This is an optimization exercise on Yosys and OpenROAD, whose aim is small area, a short achievable clock period and few clock cycles per item, not a production implementation. The RTL was checked by simulation tests, not by an equivalence proof against the original design.

--- run.sh ---
#!/bin/bash
# synth_recipe.tcl (not shown) runs the flow's synth.tcl, then flattens the netlist and writes it again
# the make line also repeats each setting of config.mk as NAME=value (left out here)
make -C /OpenROAD-flow-scripts/flow DESIGN_CONFIG=/design/flow/config.mk WORK_HOME=/design/flow/orfs CLKGATE_MAP_FILE= SYNTH_SCRIPT=/design/flow/synth_recipe.tcl finish
--- config.mk ---
export PLATFORM = sky130hd
export DESIGN_NAME = curve_cal
export DESIGN_NICKNAME = curve_cal
export VERILOG_FILES = /design/flow/design.v
export SDC_FILE = /design/flow/constraint.sdc
export NUM_CORES = 4
export LEC_CHECK = 0
export CAP_MARGIN = 20
export CORE_MARGIN = 2
export CORE_UTILIZATION = 40
export SLEW_MARGIN = 20
--- design.v ---
module curve_cal (
    input  wire        clk,
    input  wire        rst,
    input  wire        in_valid,
    output wire        in_ready,
    input  wire [15:0] in_raw_x,
    input  wire [15:0] in_raw_y,
    input  wire [31:0] in_hoff,
    input  wire [31:0] in_voff,
    input  wire [63:0] in_xscale,
    input  wire [63:0] in_yscale,
    output wire        out_valid,
    input  wire        out_ready,
    output wire [31:0] out_coord_x,
    output wire [31:0] out_coord_y,
    output wire [63:0] out_x,
    output wire [63:0] out_y
);
    localparam [1:0] S_IDLE = 2'd0,
                     S_MULX = 2'd1,
                     S_MULY = 2'd2,
                     S_OUT  = 2'd3;
    reg [1:0]  state;
    reg [31:0] coord_x_q;
    reg [31:0] coord_y_q;
    reg [63:0] xscale_q;
    reg [63:0] yscale_q;
    reg [63:0] x_q;
    reg [63:0] y_q;
    wire signed [33:0] diff_x = $signed({18'd0, in_raw_x}) - $signed({{2{in_hoff[31]}}, in_hoff});
    wire signed [33:0] diff_y = $signed({18'd0, in_raw_y}) - $signed({{2{in_voff[31]}}, in_voff});
    wire [31:0] clamp_x = diff_x[33] ? 32'd0 : diff_x[31:0];
    wire [31:0] clamp_y = diff_y[33] ? 32'd0 : diff_y[31:0];
    wire [31:0] mul_int   = (state == S_MULX) ? coord_x_q : coord_y_q;
    wire [63:0] mul_scale = (state == S_MULX) ? xscale_q  : yscale_q;
    wire [63:0] mul_a;
    wire [63:0] mul_p;
    cc_u32_to_f64 u_conv (
        .u (mul_int),
        .f (mul_a)
    );
    cc_fmul64 u_mul (
        .a (mul_a),
        .b (mul_scale),
        .p (mul_p)
    );
    always @(posedge clk) begin
        if (rst) begin
            state <= S_IDLE;
        end else begin
            case (state)
                S_IDLE: if (in_valid) begin
                    coord_x_q <= clamp_x;
                    coord_y_q <= clamp_y;
                    xscale_q  <= in_xscale;
                    yscale_q  <= in_yscale;
                    state     <= S_MULX;
                end
                S_MULX: begin
                    x_q   <= mul_p;
                    state <= S_MULY;
                end
                S_MULY: begin
                    y_q   <= mul_p;
                    state <= S_OUT;
                end
                S_OUT: if (out_ready) begin
                    state <= S_IDLE;
                end
                default: state <= S_IDLE;
            endcase
        end
    end
    assign in_ready    = (state == S_IDLE);
    assign out_valid   = (state == S_OUT);
    assign out_coord_x = coord_x_q;
    assign out_coord_y = coord_y_q;
    assign out_x       = x_q;
    assign out_y       = y_q;
endmodule
module cc_u32_to_f64 (
    input  wire [31:0] u,
    output reg  [63:0] f
);
    integer     i;
    reg [5:0]   lz;
    reg [31:0]  norm;
    always @(*) begin
        lz = 6'd32;
        for (i = 0; i <= 31; i = i + 1)
            if (u[i]) lz = 6'd31 - i[5:0];
        norm = u << lz;
        if (u == 32'd0)
            f = 64'd0;
        else
            f = {1'b0, 11'd1054 - {5'd0, lz}, norm[30:0], 21'd0};
    end
endmodule
module cc_fmul64 (
    input  wire [63:0] a,
    input  wire [63:0] b,
    output reg  [63:0] p
);
    wire        sa = a[63];
    wire        sb = b[63];
    wire [10:0] ea = a[62:52];
    wire [10:0] eb = b[62:52];
    wire [51:0] fa = a[51:0];
    wire [51:0] fb = b[51:0];
    wire a_zero = (ea == 11'd0)    && (fa == 52'd0);
    wire b_zero = (eb == 11'd0)    && (fb == 52'd0);
    wire a_inf  = (ea == 11'h7ff)  && (fa == 52'd0);
    wire b_inf  = (eb == 11'h7ff)  && (fb == 52'd0);
    wire a_nan  = (ea == 11'h7ff)  && (fa != 52'd0);
    wire b_nan  = (eb == 11'h7ff)  && (fb != 52'd0);
    wire        s  = sa ^ sb;
    wire [52:0] ma = {ea != 11'd0, fa};
    wire [52:0] mb = {eb != 11'd0, fb};
    wire [10:0] ea_eff = (ea == 11'd0) ? 11'd1 : ea;
    wire [10:0] eb_eff = (eb == 11'd0) ? 11'd1 : eb;
    wire [105:0] prod = ma * mb;
    integer         i;
    reg [6:0]       lz;
    reg [105:0]     pn;
    reg signed [13:0] e;
    reg [7:0]       sh;
    reg [213:0]     wide;
    reg [105:0]     ps;
    reg             sticky;
    reg             guard;
    reg             lsb;
    reg [10:0]      e_field;
    reg [62:0]      mag;
    always @(*) begin
        lz = 7'd106;
        for (i = 0; i <= 105; i = i + 1)
            if (prod[i]) lz = 7'd105 - i[6:0];
        pn = prod << lz;
        e = $signed({3'd0, ea_eff}) + $signed({3'd0, eb_eff}) - $signed({7'd0, lz}) - 14'sd1022;
        if (e >= 14'sd1) begin
            sh      = 8'd0;
            e_field = e[10:0];
        end else if (e < -14'sd106) begin
            sh      = 8'd108;
            e_field = 11'd0;
        end else begin
            sh      = 8'd1 - e[7:0];
            e_field = 11'd0;
        end
        wide   = {pn, 108'd0} >> sh;
        ps     = wide[213:108];
        sticky = (|wide[107:0]) | (|ps[51:0]);
        guard  = ps[52];
        lsb    = ps[53];
        mag    = {e_field, ps[104:53]} + {62'd0, guard & (sticky | lsb)};
        if (a_nan || b_nan || (a_inf && b_zero) || (a_zero && b_inf))
            p = 64'h7ff8_0000_0000_0000;
        else if (a_inf || b_inf)
            p = {s, 11'h7ff, 52'd0};
        else if (a_zero || b_zero)
            p = {s, 63'd0};
        else if (e >= 14'sd2047)
            p = {s, 11'h7ff, 52'd0};
        else
            p = {s, mag};
    end
endmodule
--- constraint.sdc ---
create_clock -name core_clock -period 40.0 [get_ports {clk}]
set_input_delay 8.0000 -clock core_clock [delete_from_list [all_inputs] [get_ports {clk}]]
set_output_delay 8.0000 -clock core_clock [all_outputs]
set_load 0.01 [all_outputs]
==> impl_metrics.py <==
metrics = {
    "clocking": {
        "clk_pin_slew_worst_paths_ns": 0.06,
        "cts.hold.buffers_added": 0,
        "clkLatencyLatePin_ns": 0.70,
        "postCtsSetupRepairBufs": 0,
        "cts-root-to-sink-buffers": 3,
        "tritoncts_num_sinks": 322,
        "cts-buffers-inserted": 40,
        "htreeDepth": 2,
        "clk_root_buffer_cell": "sky130_fd_sc_hd__clkbuf_16",
        "cts_repair_resize_count": 0,
        "cts_tree": "yes",
    },
    "min_path": {
        "hold_depth": 2,
        "holdPathEnd": "state[1]$_SDFFE_PP0P_",
        "worst_hold_startpoint": "state[1]$_SDFFE_PP0P_",
        "timing.hold.worst.class": "reg2reg",
    },
    "floorplan": {
        "die_height_microns": 491,
        "rows": 178,
        "core_area_sq_um": 236000,
        "die_area_sq_um": 241000,
        "die_width_microns": 491,
        "initial_core_util_pct": 40.3,
        "io-pin-count": 422,
    },
    "synthesis": {
        "syn_warnings": 3,
        "yosysSeqAreaShare_pct": 10.2,
        "dominantRegCellSynth": "sky130_fd_sc_hd__edfxtp_1",
        "top_cell_type_by_total_area_after_synthesis": "sky130_fd_sc_hd__fa_1",
        "synthesis.instances": 11500,
        "synth_fp_nets": 13800,
        "synth.most_common_cell": "sky130_fd_sc_hd__nor2_1",
        "yosys.area.top_type_share_pct": 32.4,
        "ys_async_sr_fraction_pct": 0,
        "synth-edff-count": 320,
        "ys_seq_elements": 322,
        "synth.distinct_cells": 140,
        "ys_top_cells_by_count": "sky130_fd_sc_hd__nor2_1 (2113), sky130_fd_sc_hd__inv_1 (1729), sky130_fd_sc_hd__fa_1 (1535)",
        "syn_avg_cell_area_sq_um": 8.23,
        "post_synth_design_cell_area_sq_um": 94900,
        "synth.top_cells.by_area": "sky130_fd_sc_hd__fa_1 (32%), sky130_fd_sc_hd__edfxtp_1 (10%), sky130_fd_sc_hd__nor2_1 (8.4%), sky130_fd_sc_hd__ha_1 (7.0%), sky130_fd_sc_hd__inv_1 (6.8%)",
    },
    "sta": {
        "hold_slack_ns": 0.575,
        "grt_setup_unrepaired": "no",
        "worst_pin_slew_ns": 1.33,
        "finalWorstSetupSlack_ns": 12.65,
        "period_utilisation_layout_pct": 68.4,
        "final.setup.tns_ns": 0,
        "finClkSkew_ns": 0.0475,
        "final.min_clock_period_ns": 27.35,
        "report.final.hold_viol_count": 0,
        "fmax_ghz": 0.0366,
        "slew_viol_final": 0,
        "timing.final.setup_violations": 0,
        "max_slew_margin_pct": 11.2,
    },
    "worst_setup_path": {
        "worstSetupPathType": "reg2reg",
        "crit_path_end_kind": "flop",
        "timing.rr.end": "y_q[56]$_DFFE_PP_",
        "critical_path.startpoint": "state[1]$_SDFFE_PP0P_",
        "critPathMaxFanout": 83,
        "reg2reg_depth": 77,
        "critical_path_data_arrival_time_ns": 27.77,
        "ff2ff_setup_slack_ns": 12.65,
        "critical_path_required_ns": 40.43,
        "worst_path_most_repeated_cell": "sky130_fd_sc_hd__fa_1",
        "critPathSlowestCell": "sky130_fd_sc_hd__o21ai_1",
        "worst_setup_sp_type": "flop",
        "cp.buffers_inverters": 14,
        "critPathMaxStageDelay_ns": 0.84,
        "timing.critical_path.max_delay_family": "compound AO/OA/AOI/OAI gates",
        "r2r_start": "state[1]$_SDFFE_PP0P_",
    },
    "finish": {
        "synthToLayoutAreaGrowth_pct": 10.8,
        "nNetsFinal": 13900,
        "design_area_sq_um": 105000,
        "post_route_cells_drive_above_1_share_pct": 7.17,
    },
    "placement": {
        "quantity_of_i_o_buffers_inserted_on_ports": 421,
        "final_weighted_congestion_in_routability_driven_placement": 1.05,
        "dpl-instance-area_sq_um": 104000,
        "dp_hpwl_microns": 387000,
        "placement.setup.worst_slack_ns": 13.28,
    },
    "route": {
        "detail_route.iter0.violations": 11800,
        "firstDrtPassIters": 7,
        "route.vias.total": 94600,
        "avgViaCountPerCell": 6.40,
        "totalWireLength_microns": 492000,
        "detail_route.drc_violations": 0,
        "post_route_antenna_net_violation_count": 0,
        "routed_wire_length_per_instance_microns": 33.3,
    },
    "global_route": {
        "first_global_vias": 96500,
        "first_pass_grt_wire_length_microns": 706000,
        "grt_antenna_before_repair": 36,
        "grt_max_degree": 95,
        "globalRouteTotalUtil_pct": 40.1,
        "globalRoute.totalOverflow": 0,
    },
    "status": {
        "status": "no timing/DRC/antenna violations",
    },
    "job": {
        "max-cap-violations": 0,
    },
}
[tightest hold or removal path, stage by stage (launching register included)]
cell and delay, ns:
sky130_fd_sc_hd__dfxtp_1 0.37, sky130_fd_sc_hd__mux2i_1 0.09, sky130_fd_sc_hd__nor2_1 0.07
[state kept, by name, indices dropped and copies added, names as in the netlist]
| register | cells |
|---|---|
| xscale_q | 64 |
| coord_y_q | 32 |
| x_q | 64 |
| yscale_q | 64 |
| coord_x_q | 32 |
| y_q | 64 |
| state | 2 |
[cell usage in the layout (no fill, tap or decap), types with 38 or more instances in the layout]
master,count
sky130_fd_sc_hd__mux2i_4,46
sky130_fd_sc_hd__buf_4,309
sky130_fd_sc_hd__nand4_1,108
sky130_fd_sc_hd__nor3_1,222
sky130_fd_sc_hd__o21ai_1,43
sky130_fd_sc_hd__o22ai_1,92
sky130_fd_sc_hd__xnor2_1,118
sky130_fd_sc_hd__o31ai_1,65
sky130_fd_sc_hd__and2_1,67
sky130_fd_sc_hd__nor2b_1,38
sky130_fd_sc_hd__a32oi_1,45
sky130_fd_sc_hd__o211ai_1,118
sky130_fd_sc_hd__a211oi_1,118
sky130_fd_sc_hd__and3_1,75
sky130_fd_sc_hd__edfxtp_1,320
sky130_fd_sc_hd__a21oi_1,381
sky130_fd_sc_hd__a31oi_1,79
sky130_fd_sc_hd__or2_2,100
sky130_fd_sc_hd__nor2_1,2096
sky130_fd_sc_hd__ha_1,529
sky130_fd_sc_hd__o221ai_1,44
sky130_fd_sc_hd__clkbuf_16,40
sky130_fd_sc_hd__inv_1,1728
sky130_fd_sc_hd__a22oi_1,62
sky130_fd_sc_hd__fa_1,1535
sky130_fd_sc_hd__nand2b_1,105
sky130_fd_sc_hd__a221oi_1,53
sky130_fd_sc_hd__nand3_1,190
sky130_fd_sc_hd__o21a_1,54
sky130_fd_sc_hd__o21ai_0,294
sky130_fd_sc_hd__mux2i_1,139
sky130_fd_sc_hd__or3_1,99
sky130_fd_sc_hd__nand2_1,676
sky130_fd_sc_hd__a21o_1,116
sky130_fd_sc_hd__nor4_1,78
sky130_fd_sc_hd__clkdlybuf4s50_1,421
sky130_fd_sc_hd__mux2_2,45
sky130_fd_sc_hd__xor2_1,68
[logic make-up after synthesis]
logic type      Yosys count  share of synthesized area [%]
xor+xnor                188                           1.74
simple gates           4097                           19.5
compound gates         2157                           16.3
fa+ha+maj              2065                           39.4
mux                     253                           2.95
buf+inv                2447                           9.94
flops                   322                           10.2
[final cells by class]
cell class                 instances  area (sq um)
antenna                           13          32.5
inverter                        1733          6500
tap                             3150          3940
fill                           23500        130000
clock buffer                      47          1030
timing repair buffer             739          6660
sequential                       322          9650
multi-input combinational       8760         77000
clock inverter                    26           323
[how the worst max path moves through the flow]
stage | to | slack, ns | cells after the start
final | y_q[56]$_DFFE_PP_ | 12.65 | 77
after global routing | x_q[61]$_DFFE_PP_ | 11.78 | 72
after CTS | x_q[61]$_DFFE_PP_ | 13.26 | 72
after detailed placement | x_q[61]$_DFFE_PP_ | 13.28 | 71
after global placement | x_q[56]$_DFFE_PP_ | 13.34 | 75
after floorplan | x_q[0]$_DFFE_PP_ | 19.16 | 77
[stage by stage]
stage / utilization, % / cells
finish: 44.6 / 14800
global route: 44.6 / 14800
CTS: 44.6 / 14800
detailed placement: 44.0 / 14700
global placement: 44.0 / 14700
floorplan: - / 11500
[routing by layer]
layer  wire length [microns]  vias to the layer above  track usage (%)
li1                        -                    38800                -
met1                  204000                    48200             55.5
met2                  201000                     6324             57.4
met3                   62800                     1338             13.0
met4                   24800                       32             16.6
met5                     198                        -                0
Testbench counts, summed over its fixed seeds: cycles 8,192, items 2,048.

-- static timing again, ports no longer ideal --
The flow's constraints put no driver on any port. The routed layout listed below was extracted and timed again, unchanged, in two steps.
Step 1 (the two cells are an assumption about what drives the block):
set clk [get_ports {clk}]
set_driving_cell -lib_cell sky130_fd_sc_hd__clkbuf_16 $clk
set_driving_cell -lib_cell sky130_fd_sc_hd__buf_2 [delete_from_list [all_inputs] $clk]
Step 2 also shifts input and output timing later by t, the mid clock arrival at the registers, as if the neighbouring blocks saw the same clock.
Slacks: ideal ports / drivers / drivers and shift; pairs: ideal ports / drivers.
t (ns): 0.739
setup WS [ns]: 12.654 / 12.654 / 12.654
worst hold slack (ns): 0.575 / 0.575 / 0.575
worst register clock-pin slew, ns: 0.07 / 0.07
After both steps this run still meets setup and hold. The setup slack of this run moves by 0.000 ns with the drivers and by 0.000 ns with both steps.
